From an optimization exercise on the open Yosys and OpenROAD flow, aimed at small area; shortcuts taken in it are not production practice.
In this exercise RTL edits were held to simulation tests only and were not proved equivalent to the original.
Power and IR drop assume default switching activity.

the reference run:
==> flow/design.v (excerpt) <==
module microbit_core (
    input  wire        clk,
    input  wire        rst_n,        
    input  wire        cmd_valid,
    output wire        cmd_ready,
    input  wire [31:0] cmd_data,
    input  wire [3:0]  rd_addr,
    output reg  [31:0] rd_data,
    input  wire        tick,         
    input  wire        sample,       
    input  wire [1:0]  btn_raw,      
    output wire [4:0]  row_out,      
    output wire [4:0]  col_out       
);
    localparam [2:0] PH_IDLE = 3'd0, PH_ENTRY = 3'd1, PH_MAIN = 3'd2,
                     PH_PROGRAM = 3'd3, PH_CHECK = 3'd4;
    localparam [2:0] NONE = 3'd7;
    localparam [2:0] E_NONE = 3'd0, E_CLAIMED = 3'd1, E_ILLEGAL = 3'd3,
                     E_RANGE = 3'd4, E_NOTINIT = 3'd5, E_CSDEPTH = 3'd6;
    localparam [3:0] OP_NOP = 4'h0, OP_DISP_NEW = 4'h1, OP_SHOW = 4'h2,
                     OP_IMG_CLEAR = 4'h3, OP_IMG_WRITE = 4'h4, OP_IMG_READ = 4'h5,
                     OP_IMG_SHIFT = 4'h6, OP_BTN_NEW = 4'h7, OP_BTN_WAS = 4'h8,
                     OP_BTN_IS = 4'h9, OP_CS_ENTER = 4'hA, OP_CS_EXIT = 4'hB;
    reg [199:0] stage;           
    reg [2:0]   sk;
    reg [199:0] pending;
    reg [2:0]   pk;
    reg [199:0] active;
    reg [2:0]   ak;
    reg         disp_init;
    reg [2:0]   cur_row;         
    reg [4:0]   col_on;          
    reg [2:0]   trow;            
    reg [7:0]   tb;
    reg [3:0]   tsub;
    reg         irqf;            
    reg         hit_cand;        
    reg [2:0]   phase;
    reg [7:0]   cs_depth;
    reg [3:0]   sig0, sig1;
    reg [1:0]   latched;
    reg [31:0]  pc0, pc1;
    reg         sampler_run;
    reg         smp_pend;
    reg [3:0]   h_valid;
    reg [3:0]   h_btn;
    reg [127:0] hd;              
    reg [7:0]   result;
    reg [2:0]   status_err;
    wire irq;
    reg  [8:0] cs_up, cs_dn;
  ...
==> flow/config.mk <==
export PLATFORM = sky130hd
export DESIGN_NAME = microbit_core
export DESIGN_NICKNAME = microbit_core
export VERILOG_FILES = /design/flow/design.v
export SDC_FILE = /design/flow/constraint.sdc
export NUM_CORES = 8
export LEC_CHECK = 0
export CAP_MARGIN = 20
export CORE_MARGIN = 2
export CORE_UTILIZATION = 60
export PLACE_DENSITY = 0.7
export SLEW_MARGIN = 20
==> flow/constraint.sdc <==
create_clock -name core_clock -period 60.0 [get_ports {clk}]
set_input_delay 12.0000 -clock core_clock [delete_from_list [all_inputs] [get_ports {clk}]]
set_output_delay 12.0000 -clock core_clock [all_outputs]
set_load 0.01 [all_outputs]
standard.sh (not shown) runs the stock make flow with config.mk's settings and CLKGATE_MAP_FILE= SYNTH_SCRIPT=/design/flow/synth_recipe.tcl, a recipe that flattens the netlist after the stock synthesis.
==> flow/flow/run.sh <==
#!/bin/bash
set -euo pipefail
W=$(pwd)
rm -rf "$W/scripts_area"
cp -r "$FLOW_HOME/scripts" "$W/scripts_area"
cp "$W/flow/abc_area_map.script" "$W/scripts_area/abc_speed.script"
bash "$W/standard.sh" SCRIPTS_DIR="$W/scripts_area" \
  "BUFFER_PORTS_ARGS=-buffer_cell sky130_fd_sc_hd__buf_1" \
  "CTS_ARGS=-sink_clustering_enable -repair_clock_nets -dont_use_dummy_load -buf_list sky130_fd_sc_hd__clkbuf_4 -sink_clustering_size 8 -sink_clustering_max_diameter 40" \
  finish > "$W/flow_make.log" 2>&1
==> flow/flow/abc_area_map.script <==
&get -n
&st
&dch
&nf -R 1000 -p -F 8
&put
The reference run: no failed stages, no open violations at the end
Inputs modified between the reference run and the trial run:
--- a/flow/design.v
+++ b/flow/design.v
@@ -78,16 +78,14 @@
     wire cs_zero   = cs_dn[8];
     wire cs_full   = cs_up[8];
     wire ph_idle   = (phase == PH_IDLE);
     wire seq_step  = ~ph_idle | (irq & cs_zero);
     wire smp_step  = ~seq_step & smp_pend & cs_zero;
     assign cmd_ready = ~seq_step & ~smp_step;
     wire host_step = cmd_valid & cmd_ready;
-    wire do_main    = (phase == PH_MAIN);
-    wire do_program = (phase == PH_PROGRAM);
     wire do_entry   = (phase == PH_ENTRY);
     wire        pend_sel = (trow == 3'd0) & (cur_row != 3'd0);
     wire [4:0]  row_sel = {trow == 3'd4, trow == 3'd3, trow == 3'd2,
                            trow == 3'd1, trow == 3'd0};
     reg  [39:0] row_bright;
     integer ri;
     always @* begin
@@ -215,15 +213,15 @@
     wire [4:0] clr_col = (x_clear | (x_shift & sh_all)) ? 5'b11111 :
                          x_shift ? sh_pmask : 5'b00000;
     reg  [24:0] cell_sel;
     integer r, p;
     always @* begin
         for (r = 0; r < 5; r = r + 1)
             for (p = 0; p < 5; p = p + 1)
-                cell_sel[5*r+p] = (c_a[2:0] == r) & (c_pcol == p);
+                cell_sel[5*r+p] = ({29'd0, c_a[2:0]} == r) & ({29'd0, c_pcol} == p);
     end
     reg [7:0] c_cell_val;
     always @* begin
         c_cell_val = 8'd0;
         for (r = 0; r < 25; r = r + 1)
             c_cell_val = c_cell_val | ({8{cell_sel[r]}} & stage[8*r +: 8]);
     end
==> comparison <==
On leakage power summed over all cells, the trial run and the reference run are basically level. Reported for the trial run and the reference run, number of enable-type register cells in the synthesized netlist turned out identical to the last digit. Total number of vias delta (the trial run -> the reference run): insignificant. Comparing the reference run against the trial run, there is no change at all in worst setup slack. Standard-cell row count delta (the trial run -> the reference run): insignificant. Diff the trial run..the reference run | fraction of area in registers | unchanged.

---

Starting RTL as in the previous note.
## microbit_core
module microbit_core (
    input  wire        clk,
    input  wire        rst_n,        
    input  wire        cmd_valid,
    output wire        cmd_ready,
    input  wire [31:0] cmd_data,
    input  wire [3:0]  rd_addr,
    output reg  [31:0] rd_data,
    input  wire        tick,         
    input  wire        sample,       
    input  wire [1:0]  btn_raw,      
    output wire [4:0]  row_out,      
    output wire [4:0]  col_out       
);
    localparam [2:0] PH_IDLE = 3'd0, PH_ENTRY = 3'd1, PH_MAIN = 3'd2,
                     PH_PROGRAM = 3'd3, PH_CHECK = 3'd4;
    localparam [2:0] NONE = 3'd7;
    localparam [2:0] E_NONE = 3'd0, E_CLAIMED = 3'd1, E_ILLEGAL = 3'd3,
                     E_RANGE = 3'd4, E_NOTINIT = 3'd5, E_CSDEPTH = 3'd6;
    localparam [3:0] OP_NOP = 4'h0, OP_DISP_NEW = 4'h1, OP_SHOW = 4'h2,
                     OP_IMG_CLEAR = 4'h3, OP_IMG_WRITE = 4'h4, OP_IMG_READ = 4'h5,
                     OP_IMG_SHIFT = 4'h6, OP_BTN_NEW = 4'h7, OP_BTN_WAS = 4'h8,
                     OP_BTN_IS = 4'h9, OP_CS_ENTER = 4'hA, OP_CS_EXIT = 4'hB;
    reg [199:0] stage;           
    reg [2:0]   sk;
    reg [199:0] pending;
    reg [2:0]   pk;
    reg [199:0] active;
    reg [2:0]   ak;
    reg         disp_init;
    reg [2:0]   cur_row;         
    reg [4:0]   col_on;          
    reg [2:0]   trow;            
    reg [7:0]   tb;
    reg [3:0]   tsub;
    reg         irqf;            
    reg         hit_cand;        
    reg [2:0]   phase;
  ...
Settings: LEC_CHECK=0, CAP_MARGIN=20, CORE_MARGIN=2, CORE_UTILIZATION=60, PLACE_DENSITY=0.7, SLEW_MARGIN=20, SYNTH_HIERARCHICAL=1; clock period 60.0 ns.
Scripts as last shown in full above: flow/flow/run.sh, flow/flow/abc_area_map.script
Next try:
--- a/flow/design.v
+++ b/flow/design.v
@@ -222,27 +222,25 @@
                 cell_sel[5*r+p] = (c_a[2:0] == r) & (c_pcol == p);
     end
     reg [7:0] c_cell_val;
     always @* begin
         c_cell_val = 8'd0;
         for (r = 0; r < 25; r = r + 1)
             c_cell_val = c_cell_val | ({8{cell_sel[r]}} & stage[8*r +: 8]);
     end
     reg [199:0] n_stage;
     reg         st_l, st_h;
-    wire        st_xw   = rst_n & x_write;
-    wire [4:0]  st_keep = {5{rst_n}} & ~clr_col;
     always @* begin
         for (r = 0; r < 5; r = r + 1)
             for (p = 0; p < 5; p = p + 1) begin
-                st_l = st_xw & cell_sel[5*r+p];
-                st_h = st_keep[p] & ~st_l;
+                st_l = rst_n & x_write & cell_sel[5*r+p];
+                st_h = rst_n & ~(x_write & cell_sel[5*r+p]) & ~clr_col[p];
                 n_stage[8*(5*r+p) +: 8] = ({8{st_l}} & c_imm) | ({8{st_h}} & stage[8*(5*r+p) +: 8]);
             end
     end
     wire tick_en = tick & (cur_row != NONE) & ~x_dispnew;
     wire         trow_next0 = (tick_en & rowend) ? (trow == 3'd4) : (trow == 3'd0);
     wire         act_ld    = seq_step & do_entry & trow_next0 & (cur_row != 3'd0);
     wire [199:0] n_pending, n_active;
     genvar gw;
     generate
         for (gw = 0; gw < 5; gw = gw + 1) begin : g_pa
Effect: Worst setup slack loses 0.24 ns; utilization grows by 0.14 points; via count rose by 2.5%; routed wire length increases by 3.5%; die area is about the same; cell count hardly moves; sequential share of layout area shrinks by 0.10 points; area after synthesis is about the same; count of clock-buffer cells in the layout went up by 2; design area hardly moves; sequential power stays flat; total power is higher by 0.32%; hold slack stays flat; clock power is about the same.

## afterwards: timing with drivers on the ports
The results above use ideal ports. As a check the final layouts listed here were re-extracted and re-timed, cells and wires unchanged.
Step 1, drivers: a clkbuf_16 drives clk and a buf_2 each remaining input, both assumed.
Step 2 also shifts input and output timing later by t, the mid clock arrival at the registers, as if the neighbouring blocks saw the same clock.
Three values: ideal, step 1, step 2; two values: the first two.
run | shift t [ns] | slack for setup (ns) | hold slack, ns | worst setup path after step 2
the reference run | 1.030 | 34.076 / 34.051 / 34.051 | 0.417 / 0.417 / 0.417 | input to output
the trial run | 1.030 | 34.076 / 34.051 / 34.051 | 0.417 / 0.417 / 0.417 | input to output
the first run of note 2 | 1.018 | 34.318 / 34.297 / 34.297 | 0.459 / 0.459 / 0.459 | input to output
the second run of note 2 | 1.037 | 34.075 / 34.053 / 34.053 | 0.460 / 0.460 / 0.460 | input to output
After both steps setup and hold are still met in every run listed.
